Source: an optimization exercise on an open RTL-to-GDS flow (aim: small area, a short achievable clock period and few clock cycles). Production flows keep margins and buffers that such runs may drop.
Power and IR drop assume default switching activity.

==> module usbpd_msg_engine, before the edit <==
module usbpd_msg_engine (
    input  wire         clk,
    input  wire         rst,           
    input  wire         cmd_valid,
    output wire         cmd_ready,
    input  wire [2:0]   cmd_op,
    input  wire [31:0]  cmd_arg,
    input  wire [223:0] cmd_obj,       
    output reg          rsp_valid,
    output reg          rsp_ok,
    output reg  [47:0]  rsp_data,
    output wire [223:0] rsp_obj,       
    output wire         tx_valid,
    input  wire         tx_ready,
    output reg  [7:0]   tx_data,
    input  wire         rx_valid,
    output wire         rx_ready,
    input  wire [7:0]   rx_data
);
    localparam [7:0] TOK_SYNC1   = 8'h12;
    localparam [7:0] TOK_SYNC2   = 8'h13;
    localparam [7:0] TOK_JAMCRC  = 8'hFF;
    localparam [7:0] TOK_EOP     = 8'h14;
    localparam [7:0] TOK_TXOFF   = 8'hFE;
    localparam [7:0] TOK_TXON    = 8'hA1;
    reg         idle;          
    reg         bm;            
    reg         bc;            
    reg         is_cap;        
    reg         btx;           
    reg         brx;           
    reg [5:0]   cnt;           
    reg [2:0]   nobj;          
    reg         ft;            
    reg         fr;            
    reg         et;            
    reg         er;            
    reg [223:0] obj;
    assign cmd_ready = idle;
    assign tx_valid  = btx;
    assign rx_ready  = brx;
    assign rsp_obj   = obj;
    wire op_tx  = (cmd_op == 3'd4);
    wire op_rx  = (cmd_op == 3'd5);
    wire op_2c  = (cmd_op[2:1] == 2'b01);
    wire tx_go  = btx & tx_ready;
    wire rx_go  = brx & rx_valid;
    wire done   = (et & tx_ready) | (er & rx_valid);
    wire sh     = (ft & tx_ready) | (fr & rx_valid);
    wire [15:0] packhdr = {1'b0, cmd_arg[7:5], cmd_arg[10:8], cmd_arg[11],
                           cmd_arg[13:12], cmd_arg[14], cmd_arg[4:0]};
    wire [15:0] unpackhdr = {5'd0, cmd_arg[11:9], cmd_arg[14:12], cmd_arg[4:0]};
    wire [47:0] unpackcap_raw = {6'd0, cmd_arg[21:20], cmd_arg[24], cmd_arg[25],
                                 cmd_arg[26], cmd_arg[27], cmd_arg[28], cmd_arg[29],
                                 cmd_arg[31:30], 12'd0, cmd_arg[9:0], cmd_arg[19:10]};
    wire [47:0] packreq_raw = {6'd0, cmd_arg[29:21], 1'b0, 1'b0, cmd_arg[2:0], 3'b000, 1'b1,
                               19'd0, cmd_arg[20:16]};
    reg [47:0] codec;
    always @(*) begin
        case (cmd_op)
        3'd0:    codec = {32'd0, packhdr};
        3'd1:    codec = {32'd0, unpackhdr};
        3'd2:    codec = unpackcap_raw;
        3'd3:    codec = packreq_raw;
        3'd4:    codec = {32'd0, cmd_arg[15:0]};    
        default: codec = 48'd0;
        endcase
    end
    wire [15:0] cap_mv  = rsp_data[9:0] * 16'd50;
    wire [15:0] cap_ma  = rsp_data[19:10] * 16'd10;
    wire [8:0]  req_xh  = rsp_data[41:33];
    wire [5:0]  req_qh  = req_xh / 9'd10;
    wire [3:0]  req_rh  = req_xh % 9'd10;
    wire [8:0]  req_xl  = {rsp_data[41:38], rsp_data[4:0]};
    wire [4:0]  req_ql  = req_xl / 9'd10;
    wire [9:0]  req_raw = {rsp_data[14:10], req_ql};
    wire [5:0] cn  = cnt + 6'd1;
    wire [5:0] n4  = {1'b0, nobj, 2'b00};
    always @(posedge clk) begin
        if (rst) begin
            idle      <= 1'b1;
            bm        <= 1'b0;
            bc        <= 1'b0;
            btx       <= 1'b0;
            brx       <= 1'b0;
            rsp_valid <= 1'b0;
        end else begin
            rsp_valid <= (idle & cmd_valid & ~op_tx & ~op_rx & ~op_2c) | bc | done;
            if (idle) begin
                if (cmd_valid & (op_tx | op_rx | op_2c)) idle <= 1'b0;
                bm  <= cmd_valid & (cmd_op == 3'd3);
                bc  <= cmd_valid & (cmd_op == 3'd2);
                btx <= cmd_valid & op_tx;
                brx <= cmd_valid & op_rx;
            end else if (bm) begin
                bm   <= 1'b0;
                bc   <= 1'b1;
            end else if (bc | done) begin
                idle <= 1'b1;
                bc   <= 1'b0;
                btx  <= 1'b0;
                brx  <= 1'b0;
            end
        end
    end
    always @(posedge clk) begin
        if (idle | rst) begin
            cnt  <= 6'd0;
            nobj <= cmd_arg[18:16];
            ft   <= 1'b0;
            fr   <= 1'b0;
            et   <= 1'b0;
            er   <= 1'b0;
        end else if (tx_go) begin
            cnt <= cn;
            ft  <= (cn >= 6'd6) && (cn <= 6'd5 + n4);
            et  <= (cn == 6'd10 + n4);
        end else if (rx_go) begin
            cnt <= cn;
            if (cnt == 6'd2) begin
                nobj <= rx_data[6:4];
                fr   <= (rx_data[6:4] != 3'd0);
            end else begin
                fr   <= (cn >= 6'd3) && (cn < 6'd3 + n4);
            end
            er <= (cnt == 6'd1) ? ~rsp_ok : ((cnt >= 6'd3) && (cn == 6'd6 + n4));
        end
    end
    always @(posedge clk) begin
        if (idle)
            tx_data <= TOK_SYNC1;
        else if (tx_go) begin
            if (cn <= 6'd2)
                tx_data <= TOK_SYNC1;
            else if (cn == 6'd3)
                tx_data <= TOK_SYNC2;
            else if (cn == 6'd4)
                tx_data <= {3'b100, nobj, 2'b10};
            else if (cn == 6'd5)
                tx_data <= rsp_data[7:0];
            else if (cn == 6'd6)
                tx_data <= rsp_data[15:8];
            else if (ft)
                tx_data <= obj[7:0];
            else if (cn == 6'd7 + n4)
                tx_data <= TOK_JAMCRC;
            else if (cn == 6'd8 + n4)
                tx_data <= TOK_EOP;
            else if (cn == 6'd9 + n4)
                tx_data <= TOK_TXOFF;
            else
                tx_data <= TOK_TXON;
        end
    end
    always @(posedge clk) begin
        if (idle) begin
            rsp_ok   <= (cmd_op[2:1] != 2'b11);
            rsp_data <= codec;
            is_cap   <= ~cmd_op[0];
        end else if (bm) begin
            rsp_data[41:38] <= req_rh;
            rsp_data[15:10] <= req_qh;
        end else if (bc) begin
            if (is_cap) begin
                rsp_data[15:0]  <= cap_mv;
                rsp_data[31:16] <= cap_ma;
            end else begin
                rsp_data[41:32] <= 10'd0;
                rsp_data[23:0]  <= {4'd0, req_raw[9:0], req_raw[9:0]};
            end
        end else if (tx_go) begin
            if (cn == 6'd6) rsp_data[15:0] <= 16'd0;    
        end else if (rx_go) begin
            if (cnt == 6'd0) rsp_ok <= (rx_data[7:5] == 3'b111);
            if (cnt == 6'd1 && rsp_ok) rsp_data[7:0]  <= rx_data;
            if (cnt == 6'd2 && rsp_ok) rsp_data[15:8] <= rx_data;
        end
    end
    integer j;
    always @(posedge clk) begin
        if (idle)
            obj <= cmd_obj;
        else if (sh) begin
            for (j = 0; j < 27; j = j + 1)
                if (brx && (j % 4 == 3) && (nobj == j / 4 + 1))
                    obj[8*j +: 8] <= rx_data;
                else
                    obj[8*j +: 8] <= obj[8*j+8 +: 8];
            obj[223:216] <= rx_data;
        end
    end
endmodule
clock: 12.0 ns
lec_check: 0
cap_margin: 20
core_margin: 2
core_utilization: 50
cts_buf_list: sky130_fd_sc_hd__clkbuf_4 sky130_fd_sc_hd__clkbuf_8
slew_margin: 20
standard.sh (not shown) runs the stock make flow with config.mk's settings and CLKGATE_MAP_FILE= SYNTH_SCRIPT=/design/flow/synth_recipe.tcl, a recipe that flattens the netlist after the stock synthesis.
==> flow/flow/run.sh <==
#!/bin/bash
export BUFFER_PORTS_ARGS="-buffer_cell sky130_fd_sc_hd__buf_1"
export SETUP_SLACK_MARGIN=8.2
bash standard.sh > standard.log 2>&1
Next try:
--- a/flow/design.v
+++ b/flow/design.v
@@ -21,12 +21,14 @@
     localparam [7:0] TOK_SYNC2   = 8'h13;
     localparam [7:0] TOK_JAMCRC  = 8'hFF;
     localparam [7:0] TOK_EOP     = 8'h14;
     localparam [7:0] TOK_TXOFF   = 8'hFE;
     localparam [7:0] TOK_TXON    = 8'hA1;
     reg         idle;          
+    reg         busy;          
+    wire        ld = ~busy;    
     reg         bm;            
     reg         bc;            
     reg         is_cap;        
     reg         btx;           
     reg         brx;           
     reg [5:0]   cnt;           
@@ -63,51 +65,57 @@
         3'd2:    codec = unpackcap_raw;
         3'd3:    codec = packreq_raw;
         3'd4:    codec = {32'd0, cmd_arg[15:0]};    
         default: codec = 48'd0;
         endcase
     end
-    wire [15:0] cap_mv  = rsp_data[9:0] * 16'd50;
-    wire [15:0] cap_ma  = rsp_data[19:10] * 16'd10;
+    wire [15:0] cap_ma  = {rsp_data[19:10], 3'b000} + {rsp_data[19:10], 1'b0};
+    wire [12:0] cap_t   = {rsp_data[9:0], 2'b00} + rsp_data[9:0];
+    wire [15:0] cap_mv  = {rsp_data[12:0], 3'b000} + {rsp_data[12:0], 1'b0};
     wire [8:0]  req_xh  = rsp_data[41:33];
     wire [5:0]  req_qh  = req_xh / 9'd10;
     wire [3:0]  req_rh  = req_xh % 9'd10;
     wire [8:0]  req_xl  = {rsp_data[41:38], rsp_data[4:0]};
     wire [4:0]  req_ql  = req_xl / 9'd10;
     wire [9:0]  req_raw = {rsp_data[14:10], req_ql};
     wire [5:0] cn  = cnt + 6'd1;
     wire [5:0] n4  = {1'b0, nobj, 2'b00};
     always @(posedge clk) begin
         if (rst) begin
             idle      <= 1'b1;
+            busy      <= 1'b0;
             bm        <= 1'b0;
             bc        <= 1'b0;
             btx       <= 1'b0;
             brx       <= 1'b0;
             rsp_valid <= 1'b0;
         end else begin
             rsp_valid <= (idle & cmd_valid & ~op_tx & ~op_rx & ~op_2c) | bc | done;
             if (idle) begin
-                if (cmd_valid & (op_tx | op_rx | op_2c)) idle <= 1'b0;
-                bm  <= cmd_valid & (cmd_op == 3'd3);
-                bc  <= cmd_valid & (cmd_op == 3'd2);
+                if (cmd_valid & (op_tx | op_rx | op_2c)) begin
+                    idle <= 1'b0;
+                    busy <= 1'b1;
+                end
+                bm  <= cmd_valid & op_2c;
+                bc  <= 1'b0;
                 btx <= cmd_valid & op_tx;
                 brx <= cmd_valid & op_rx;
             end else if (bm) begin
                 bm   <= 1'b0;
                 bc   <= 1'b1;
             end else if (bc | done) begin
                 idle <= 1'b1;
+                busy <= 1'b0;
                 bc   <= 1'b0;
                 btx  <= 1'b0;
                 brx  <= 1'b0;
             end
         end
     end
     always @(posedge clk) begin
-        if (idle | rst) begin
+        if (ld | rst) begin
             cnt  <= 6'd0;
             nobj <= cmd_arg[18:16];
             ft   <= 1'b0;
             fr   <= 1'b0;
             et   <= 1'b0;
             er   <= 1'b0;
@@ -124,13 +132,13 @@
                 fr   <= (cn >= 6'd3) && (cn < 6'd3 + n4);
             end
             er <= (cnt == 6'd1) ? ~rsp_ok : ((cnt >= 6'd3) && (cn == 6'd6 + n4));
         end
     end
     always @(posedge clk) begin
-        if (idle)
+        if (ld)
             tx_data <= TOK_SYNC1;
         else if (tx_go) begin
             if (cn <= 6'd2)
                 tx_data <= TOK_SYNC1;
             else if (cn == 6'd3)
                 tx_data <= TOK_SYNC2;
@@ -150,23 +158,27 @@
                 tx_data <= TOK_TXOFF;
             else
                 tx_data <= TOK_TXON;
         end
     end
     always @(posedge clk) begin
-        if (idle) begin
+        if (ld) begin
             rsp_ok   <= (cmd_op[2:1] != 2'b11);
             rsp_data <= codec;
             is_cap   <= ~cmd_op[0];
         end else if (bm) begin
-            rsp_data[41:38] <= req_rh;
-            rsp_data[15:10] <= req_qh;
+            if (is_cap) begin
+                rsp_data[31:16] <= cap_ma;
+                rsp_data[12:0]  <= cap_t;
+            end else begin
+                rsp_data[41:38] <= req_rh;
+                rsp_data[15:10] <= req_qh;
+            end
         end else if (bc) begin
             if (is_cap) begin
                 rsp_data[15:0]  <= cap_mv;
-                rsp_data[31:16] <= cap_ma;
             end else begin
                 rsp_data[41:32] <= 10'd0;
                 rsp_data[23:0]  <= {4'd0, req_raw[9:0], req_raw[9:0]};
             end
         end else if (tx_go) begin
             if (cn == 6'd6) rsp_data[15:0] <= 16'd0;    
@@ -175,13 +187,13 @@
             if (cnt == 6'd1 && rsp_ok) rsp_data[7:0]  <= rx_data;
             if (cnt == 6'd2 && rsp_ok) rsp_data[15:8] <= rx_data;
         end
     end
     integer j;
     always @(posedge clk) begin
-        if (idle)
+        if (ld)
             obj <= cmd_obj;
         else if (sh) begin
             for (j = 0; j < 27; j = j + 1)
                 if (brx && (j % 4 == 3) && (nobj == j / 4 + 1))
                     obj[8*j +: 8] <= rx_data;
                 else
Result: The new run went through all stages and came out clean; design area drops by 9.2%; worst hold slack is better by 0.036 ns; critical path depth drops by 12; power drops by 19%; wire length drops by 10%; die area drops by 5.8%; global-route usage drops by 0.62 points; synthesized area drops by 6.0%; setup slack is better by 0.13 ns; core utilization drops by 2.3 points; first-iteration DRC count drops by 19%; clock power climbs by 7.6%; final cell count drops by 7.2%.
No functional check of the RTL was part of any run of this note.

==> what the ideal ports hide <==
The results above use ideal ports. As a check the final layouts listed here were re-extracted and re-timed, cells and wires unchanged.
Step 1: set_driving_cell puts a clkbuf_16 on clk and a buf_2 on each other input, an assumption about the parent block.
Step 2 moves the port delays by t, midway between the first and last clock arrival at a register: inputs arrive t later, outputs are due t later. That takes back most of the time a late clock gives input paths.
Three values: ideal ports, drivers, drivers and shift; two values: the first two.
run	shift t [ns]	setup slack, ns	worst setup path after step 2
the first run	0.673	8.101 / 8.064 / 7.598	input to register
the second run	0.658	8.230 / 8.183 / 7.595	input to register
After both steps setup and hold are still met in every run listed. For the second run, which loses most, drivers alone change the setup slack by -0.047 ns; drivers and shift together by -0.635 ns.
